From an optimization exercise on the open Yosys and OpenROAD flow, aimed at small area, a short achievable clock period and few clock cycles; shortcuts taken in it are not production practice. Power is estimated from default activity; no workload was simulated.

Design its_block, start of the top module:
module its_block (
    input  wire         clk,
    input  wire         rst,         
    input  wire         req_valid,
    output wire         req_ready,
    input  wire [31:0]  req_word,    
    output reg          resp_valid,
    output wire [31:0]  resp_word,   
    output wire [191:0] rec,         
    input  wire         tick,
    input  wire [3:0]   ch_pins,
    output wire         mem_rd,
    output wire [9:0]   mem_addr,
    input  wire [7:0]   mem_rdata
);
    localparam [7:0] OP_NOP      = 8'h00, OP_TMASK  = 8'h01, OP_TUNMASK = 8'h02,
                     OP_ERRRD    = 8'h03, OP_ERRCLR = 8'h04, OP_STATRD  = 8'h05,
                     OP_CRCCLR   = 8'h10, OP_CRCBYTE = 8'h11, OP_CRCRD  = 8'h12,
                     OP_CRCCHAN  = 8'h13, OP_CRCMSG = 8'h14, OP_CRCCMPC = 8'h15,
                     OP_CRCCMPM  = 8'h16, OP_MSGCHK = 8'h17,
                     OP_LDW      = 8'h20, OP_LDM    = 8'h21, OP_LDE     = 8'h22,
  ...
Size in the first run: roughly 2300 cells after synthesis, about 440 flip-flops, ~0.021 mm² of cells after synthesis.
clock: 10.0 ns
lec_check: 0
cap_margin: 20
core_margin: 2
core_utilization: 40
slew_margin: 20
standard.sh (not shown) runs the stock make flow with config.mk's settings and CLKGATE_MAP_FILE= SYNTH_SCRIPT=/design/flow/synth_recipe.tcl, a recipe that flattens the netlist after the stock synthesis.
==> flow/flow/run.sh <==
#!/bin/bash
# Standard ORFS layout (the standard.sh), with timing repair aiming below the clock period.
set -euo pipefail
bash standard.sh SETUP_SLACK_MARGIN=6.5 finish > standard_finish.log 2>&1
==> next run, changes <==
==> flow/flow/run.sh (replaced) <==
#!/bin/bash
# Standard ORFS layout (the standard.sh), with timing repair aiming below the clock period.
set -euo pipefail
bash standard.sh SETUP_SLACK_MARGIN=7.0 finish > standard_finish.log 2>&1
Settings changed: CORE_UTILIZATION 40 to 65.
After rerunning: The changed run died in global routing. Synthesized cell count is unchanged. Area after synthesis is unchanged.
==> next run, changes <==
Settings changed: CORE_UTILIZATION 65 to 40.
Now the flow ran to the end with no violations; area after synthesis is unchanged; synthesized cell count stays the same.
No functional check of the RTL was part of any run of this note.

---

run 1:
its_block, a different RTL version from the one above (not shown whole).
For scale: ~440 flip-flops, about 290 I/O pins, roughly 19000 um^2 of cells after synthesis.
Settings: LEC_CHECK=0, CAP_MARGIN=20, CORE_MARGIN=2, CORE_UTILIZATION=50, CTS_CLUSTER_DIAMETER=80, CTS_CLUSTER_SIZE=30, SLEW_MARGIN=20; clock period 10.0 ns.
==> flow/flow/run.sh <==
#!/bin/bash
# Standard ORFS layout (the standard.sh), with timing repair aiming below the clock
# period and small port buffers.
set -euo pipefail
bash standard.sh SETUP_SLACK_MARGIN=6.5 'BUFFER_PORTS_ARGS=-buffer_cell sky130_fd_sc_hd__buf_2' finish > standard_finish.log 2>&1
### run 1 -> run 2
-- flow/config.mk --
<<< run 1, line 10
export CORE_UTILIZATION = 50
>>> run 2, line 10
export CORE_UTILIZATION = 40
Results
Per the comparison of run 2 with run 1, global-route wire length before repair rose by 1.3%, aggregate global-route resource usage fell by 7.1 points, setup violation total in the final timing report stayed essentially flat.
Comparing run 1 and run 2, the higher synthesis-to-finish area growth is on run 1.
diff inputs: run 2 => run 3
==> flow/flow/run.sh <==
#!/bin/bash
# Standard ORFS layout (the standard.sh), with timing repair aiming below the clock
# period and small port buffers.
set -euo pipefail
bash standard.sh SETUP_SLACK_MARGIN=7.0 'BUFFER_PORTS_ARGS=-buffer_cell sky130_fd_sc_hd__buf_2' finish > standard_finish.log 2>&1
==> comparison <==
Time the final worst path needs with I/O delays and setup, run 3 and run 2: higher on run 2. The library cell contributing the largest single delay on the critical path comes out sky130_fd_sc_hd__or4b_4 in one run and sky130_fd_sc_hd__dfxtp_1 in the other, namely in run 3 and run 2 respectively. The lower share of the core filled with cells of run 3 and run 2 is in run 2. Run 2 → run 3: worst-margin pin slew saw an increase; via count climbed 870. A startpoint of the worst setup timing path of addr[5] is what run 2 shows, while w[24] belongs to run 3. Relative to run 2, number of ordinary and repair buffers in the finished layout increased by about 40% in run 3. Run 3 vs run 2, number of detailed-route iterations in the first pass went down by 2.
> inputs changed (run 3 -> run 4)
==> flow/flow/run.sh <==
#!/bin/bash
# Standard ORFS layout (the standard.sh), with timing repair aiming below the clock
# period and small port buffers.
set -euo pipefail
bash standard.sh SETUP_SLACK_MARGIN=6.75 'BUFFER_PORTS_ARGS=-buffer_cell sky130_fd_sc_hd__buf_2' finish > standard_finish.log 2>&1
Findings:
- Run 4 against run 3: initial antenna violation count went up; highest clock frequency the design can meet went down; leakage power went down; number of buffer and inverter instances along the worst setup path went down.
- Across both runs, worst-case headroom to the max-slew limit was lower for run 4 than for run 3.
- When the final numbers for run 4 and run 3 were put side by side, the power after layout turned out to be greater in run 3.
- Re worst setup slack: run 4 and run 3 aren't equal, and the lower value belongs to run 4.
- In run 4, the via count came out 1.7% below the value in run 3.
- As far as multiplexer share of the synthesized area goes, run 4 and run 3 are indistinguishable; the numbers are identical.
- Compared with run 3, run 4 shows a sequential power share that is 3.9 points higher.
- Run 4 ended with less flip-flop and latch area than run 3.
Function was not checked in any run of this note: the RTL went through the layout flow alone.

-- re-timing with driven ports --
Ports are ideal in the flow. The routed layouts listed here were re-timed in OpenROAD.
Step 1 assumes that a clkbuf_16 drives the clock port and a buf_2 every other input.
Step 2, shift: input delay + t, output delay - t, t = (earliest + latest rising clock arrival at the registers) / 2. This alone moves slack from input paths to output paths.
Slacks: no drivers / after step 1 / after step 2; pairs: no drivers / after step 1.
run	t, ns	setup slack, ns	pins driven straight from the clock port
the first run of note 1	0.649	6.499 / 6.442 / 5.903	1
the third run of note 1	0.655	6.650 / 6.591 / 6.451	1
run 1	0.656	6.543 / 6.504 / 5.976	1
run 2	0.649	6.578 / 6.522 / 5.981	1
run 3	0.655	6.685 / 6.685 / 6.098	1
run 4	0.635	6.618 / 6.618 / 6.062	1
After both steps every run listed still meets setup and hold. For run 2, which loses most, drivers alone change the setup slack by -0.056 ns; drivers and shift together by -0.597 ns.
